Background: an optimization exercise with open tools, aiming at small area, a short achievable clock period and few clock cycles per item. Do not read the settings as production practice. In this exercise RTL edits were held to simulation tests only and were not proved equivalent to the original. Power figures rest on the tool's default switching activity, not on a simulated workload.

## P
// nand_timing_unit
module nand_timing_unit (
    input  wire        clk,
    input  wire        rst,
    input  wire        wr_en,
    input  wire [4:0]  wr_addr,
    input  wire [31:0] wr_data,
    input  wire        start,
    input  wire [1:0]  op,
    input  wire        bus16,
    input  wire [31:0] mck_hz,
    output wire        ready,
    output reg         done,
    output wire [7:0]  answer,
    output reg         unsupported,
    output wire [31:0] result,
    output wire [31:0] setup_reg,
    output wire [31:0] pulse_reg,
    output wire [31:0] cycle_reg,
    output wire [31:0] timings_reg,
    output wire [31:0] mode_reg
);
    localparam OP_NTC = 2'd0;
    localparam OP_PER = 2'd1;
    localparam OP_CYC = 2'd2;
    localparam [3:0] A_OK           = 4'b0000;   
    localparam [3:0] A_BAD_COMMAND  = 4'b1010;   
    localparam [3:0] A_ZERO_CLOCK   = 4'b1011;   
    localparam [3:0] A_PERIOD_RANGE = 4'b1100;   
    localparam [3:0] A_ZERO_PERIOD  = 4'b1101;   
    localparam [2:0] H_IDLE   = 3'd0;
    localparam [2:0] H_NCHK   = 3'd1;
    localparam [2:0] H_NWAIT  = 3'd2;
    localparam [2:0] H_DIFF   = 3'd3;
    localparam [2:0] H_PER    = 3'd4;
    localparam [2:0] H_CYCCHK = 3'd5;
    localparam [2:0] H_CYC    = 3'd6;
    localparam [2:0] W_IDLE = 3'd0;
    localparam [2:0] W_LD   = 3'd1;    
    localparam [2:0] W_LD3  = 3'd2;    
    localparam [2:0] W_RUN  = 3'd3;
    localparam [2:0] W_F1   = 3'd4;    
    localparam [2:0] W_F2   = 3'd5;    
    localparam [2:0] W_F3   = 3'd6;    
    localparam [2:0] W_PER1 = 3'd7;    
    localparam [2:0] K_CNT = 3'd0;     
    localparam [2:0] K_CYC = 3'd1;
    localparam [2:0] K_PER = 3'd2;
    localparam [2:0] K_Y   = 3'd3;     
    localparam [2:0] K_XWS = 3'd4;     
    localparam [2:0] K_XTD = 3'd5;     
    reg  [2:0] hst;
    reg        idle;       
    reg  [3:0] areg;
    reg        bus16_r;
    assign ready  = idle;
    assign answer = {3'b000, areg[3], 1'b0, areg[2:0]};
    reg        w_p;        
    reg        w_f;        
  ...
For scale: about 1500 flip-flops, ~75000 µm² of cells after synthesis.
export LEC_CHECK = 0
export ABC_CLOCK_PERIOD_IN_PS = 4000
export CAP_MARGIN = 20
export CORE_MARGIN = 2
export CORE_UTILIZATION = 55
export CTS_BUF_LIST = sky130_fd_sc_hd__clkbuf_8
export PLACE_DENSITY = 0.7
export SLEW_MARGIN = 20
export SETUP_SLACK_MARGIN = 8.0
create_clock -name core_clock -period 12.0 [get_ports {clk}]
standard.sh (not shown) runs the stock make flow with config.mk's settings and CLKGATE_MAP_FILE= SYNTH_SCRIPT=/design/flow/synth_recipe.tcl, a recipe that flattens the netlist after the stock synthesis.
==> flow/flow/run.sh <==
#!/bin/bash
cat >> config.mk <<'CFG'
export SETUP_SLACK_MARGIN = 8.0
CFG
bash standard.sh > standard.log 2>&1
P reached the end of the flow, and the finished layout is clean on the timing, DRC and antenna checks.
Testbench counts of P, summed over its fixed seeds: cycles 6,692, items 192.
> inputs changed (P -> Q)
--- a/flow/design.v
+++ b/flow/design.v
@@ -239,26 +239,35 @@
     reg signed [10:0] acc;
     reg        wnz_r;      
     reg [10:0] cw_lo;      
     reg        cw_hi;      
     reg [7:0]  wsc_r;      
     reg [3:0]  tdc_r;      
     reg        ynz;
     reg [2:0]  dph;
     reg [7:0]  ws_ovr;
     reg [3:0]  tdf_ovr;
     reg        use_ws, use_tdf;
     assign result = DQ;
-    wire        d_a      = (wD > 32'd15258789);
-    wire        d_fa     = (wD > 32'd30517578);
+    reg         d_a;       
+    reg         d_fa;      
+    reg         d_z;       
+    reg         d_r;       
+    always @(posedge clk)
+        if (idle) begin
+            d_a  <= (mck_hz > 32'd15258789);
+            d_fa <= (mck_hz > 32'd30517578);
+            d_z  <= (mck_hz == 32'd0);
+            d_r  <= (mck_hz <= 32'd232);
+        end
     wire [3:0]  ncnt     = (wst == W_PER1) ? {3'd0, d_fa} : (wst == W_RUN) ? (wcnt + 4'd1) : 4'd0;
     wire [31:0] per_bits = ((wst == W_PER1) ? d_a : wpa) ? 32'h1000_0000 : 32'hD4A5_1000;
     reg  [1:0]  tap_bits;
     always @(*) begin
         case (ncnt)
             4'd0:  tap_bits = s[16][31:30];
             4'd1:  tap_bits = ~s[15][29:28];
             4'd2:  tap_bits = s[14][27:26];
             4'd3:  tap_bits = ~s[13][25:24];
             4'd4:  tap_bits = s[12][23:22];
             4'd5:  tap_bits = ~s[11][21:20];
             4'd6:  tap_bits = s[10][19:18];
@@ -484,24 +493,25 @@
                     wD  <= p;
                     wst <= W_LD3;
                 end
                 W_LD3: begin
                     wD3    <= d3_sum;
                     d_is_p <= 1'b1;
                     wst    <= W_IDLE;
                 end
                 W_PER1: begin
                     wD3 <= d3_sum;
                     wst <= W_RUN;
                     wpa <= d_a;
+                    wb  <= d_fa ? 2'b01 : d_a ? 2'b00 : 2'b11;
                     if (d_fa) begin
                         wR   <= wRn;
                         DQ   <= {DQ[29:0], wq};
                         wcnt <= 4'd1;
                     end else if (!d_a) begin
                         wR   <= 32'h0000_00E8;
                     end
                 end
                 W_RUN: begin
                     wR   <= wRn;
                     wcnt <= wcnt + 4'd1;
                     qx_r <= wq;
@@ -614,30 +624,30 @@
                         hn       = H_DIFF;
                         dph     <= amb_ws ? 3'd0 : 3'd5;
                         ws_ovr  <= 8'd0;
                         tdf_ovr <= 4'd15;
                     end else begin
                         hn = H_NWAIT;
                     end
                 end
                 H_DIFF: begin
                     if (!amb_ws && !amb_tdf) hn = H_NWAIT;
                 end
                 H_PER: begin
-                    if (wst == W_PER1 && wD == 32'd0) begin
+                    if (wst == W_PER1 && d_z) begin
                         areg <= A_ZERO_CLOCK;
                         done <= 1'b1;
                         hn   = H_IDLE;
                         wst  <= W_IDLE;
-                    end else if (wst == W_PER1 && wD <= 32'd232) begin
+                    end else if (wst == W_PER1 && d_r) begin
                         areg <= A_PERIOD_RANGE;
                         done <= 1'b1;
                         hn   = H_IDLE;
                         wst  <= W_IDLE;
                     end else if (wst == W_RUN && w_last) begin
                         done <= 1'b1;
                         hn   = H_IDLE;
                     end
                 end
                 H_CYCCHK: begin
                     if (p_zero) begin
                         areg <= A_ZERO_PERIOD;
Results
- Q was carried through to the last stage, and its layout satisfied the timing, DRC and antenna checks.
- P → Q: clock share of power up 0.5 points, overall routed net length has decreased, global placement routability congestion fell 2.7%, flip-flop and latch area +120 µm².
- Area of the die shrinks slightly when moving from P to Q.
Testbench counts of Q, summed over its fixed seeds: cycles 6,692, items 192.

========
## red
nand_timing_unit with an RTL version that a note above also has.
For scale: about 8,000 cells after synthesis, ~1,500 flip-flops, ~280 I/O pins.
==> flow/config.mk <==
export PLATFORM = sky130hd
export DESIGN_NAME = nand_timing_unit
export DESIGN_NICKNAME = nand_timing_unit
export VERILOG_FILES = /design/flow/design.v
export SDC_FILE = /design/flow/constraint.sdc
export NUM_CORES = 4
export LEC_CHECK = 0
export ABC_CLOCK_PERIOD_IN_PS = 4000
export CAP_MARGIN = 20
export CORE_MARGIN = 2
export CORE_UTILIZATION = 55
export PLACE_DENSITY = 0.7
export SLEW_MARGIN = 20
export SETUP_SLACK_MARGIN = 8.0
==> flow/constraint.sdc <==
create_clock -name core_clock -period 12.0 [get_ports {clk}]
set_input_delay 2.4000 -clock core_clock [delete_from_list [all_inputs] [get_ports {clk}]]
set_output_delay 2.4000 -clock core_clock [all_outputs]
set_load 0.01 [all_outputs]
Scripts as last shown in full above: flow/flow/run.sh
Testbench counts of red, summed over its fixed seeds: cycles 6,692, items 192.
--- input diff red..blue ---
-- flow/design.v --
<<< red, line 249
    reg        use_ws, use_tdf;
    assign result = DQ;
    reg         d_a;       
    reg         d_fa;      
    reg         d_z;       
    reg         d_r;       
    always @(posedge clk)
        if (idle) begin
            d_a  <= (mck_hz > 32'd15258789);
            d_fa <= (mck_hz > 32'd30517578);
            d_z  <= (mck_hz == 32'd0);
            d_r  <= (mck_hz <= 32'd232);
        end
    wire [3:0]  ncnt     = (wst == W_PER1) ? {3'd0, d_fa} : (wst == W_RUN) ? (wcnt + 4'd1) : 4'd0;
    wire [31:0] per_bits = ((wst == W_PER1) ? d_a : wpa) ? 32'h1000_0000 : 32'hD4A5_1000;
>>> blue, line 249
    reg        use_ws, use_tdf;
    assign result = DQ;
    wire        d_a      = (wD > 32'd15258789);
    wire        d_fa     = (wD > 32'd30517578);
    wire [3:0]  ncnt     = (wst == W_PER1) ? {3'd0, d_fa} : (wst == W_RUN) ? (wcnt + 4'd1) : 4'd0;
    wire [31:0] per_bits = ((wst == W_PER1) ? d_a : wpa) ? 32'h1000_0000 : 32'hD4A5_1000;
<<< red, line 503
                    wst <= W_RUN;
                    wpa <= d_a;
                    wb  <= d_fa ? 2'b01 : d_a ? 2'b00 : 2'b11;
                    if (d_fa) begin
                        wR   <= wRn;
>>> blue, line 494
                    wst <= W_RUN;
                    wpa <= d_a;
                    if (d_fa) begin
                        wR   <= wRn;
<<< red, line 634
                end
                H_PER: begin
                    if (wst == W_PER1 && d_z) begin
                        areg <= A_ZERO_CLOCK;
                        done <= 1'b1;
                        hn   = H_IDLE;
                        wst  <= W_IDLE;
                    end else if (wst == W_PER1 && d_r) begin
                        areg <= A_PERIOD_RANGE;
                        done <= 1'b1;
>>> blue, line 624
                end
                H_PER: begin
                    if (wst == W_PER1 && wD == 32'd0) begin
                        areg <= A_ZERO_CLOCK;
                        done <= 1'b1;
                        hn   = H_IDLE;
                        wst  <= W_IDLE;
                    end else if (wst == W_PER1 && wD <= 32'd232) begin
                        areg <= A_PERIOD_RANGE;
                        done <= 1'b1;
==> notes.md <==
- blue: no failed stages, no open violations at the end
- Core util | blue vs red | blue higher
- Against red, blue comes in 1.8 points higher on fraction of met1 tracks used by global routing.
- Area of placed instances, blue and red: larger value in blue
- Setup WNS red -> blue: worse
- Compared with red, blue shows routed via count divided by cell count that has gone up slightly.
- Compared to red, blue has post-detailed-route wirelength per cell 0.71 microns higher.
Testbench counts of blue, summed over its fixed seeds: cycles 6,692, items 192.

-- what the ideal ports hide --
The results above use ideal ports. As a check the final layouts listed here were re-extracted and re-timed, cells and wires unchanged.
Step 1 sets driving cells, clkbuf_16 on the clock port and buf_2 on the other inputs (assumed; they add their load-dependent delay and slew).
Step 2 adds t to the input delays and takes it off the output delays; t is the mean of the earliest and latest rising clock arrival at the registers after step 1. Input paths then give back, and output paths get back, about the clock's delay inside the block.
Slacks: ideal ports / drivers / drivers and shift; pairs: ideal ports / drivers.
run	t (ns)	setup WS [ns]	clock arrival spread, ns
P	1.059	7.764 / 7.764 / 7.055	0.102 / 0.102
Q	1.059	7.945 / 7.867 / 7.059	0.098 / 0.098
red	0.881	7.944 / 7.944 / 7.191	0.065 / 0.065
blue	0.861	7.720 / 7.720 / 7.215	0.079 / 0.079
After both steps setup and hold are still met in every run listed. For Q, which loses most, drivers alone change the setup slack by -0.078 ns; drivers and shift together by -0.886 ns.
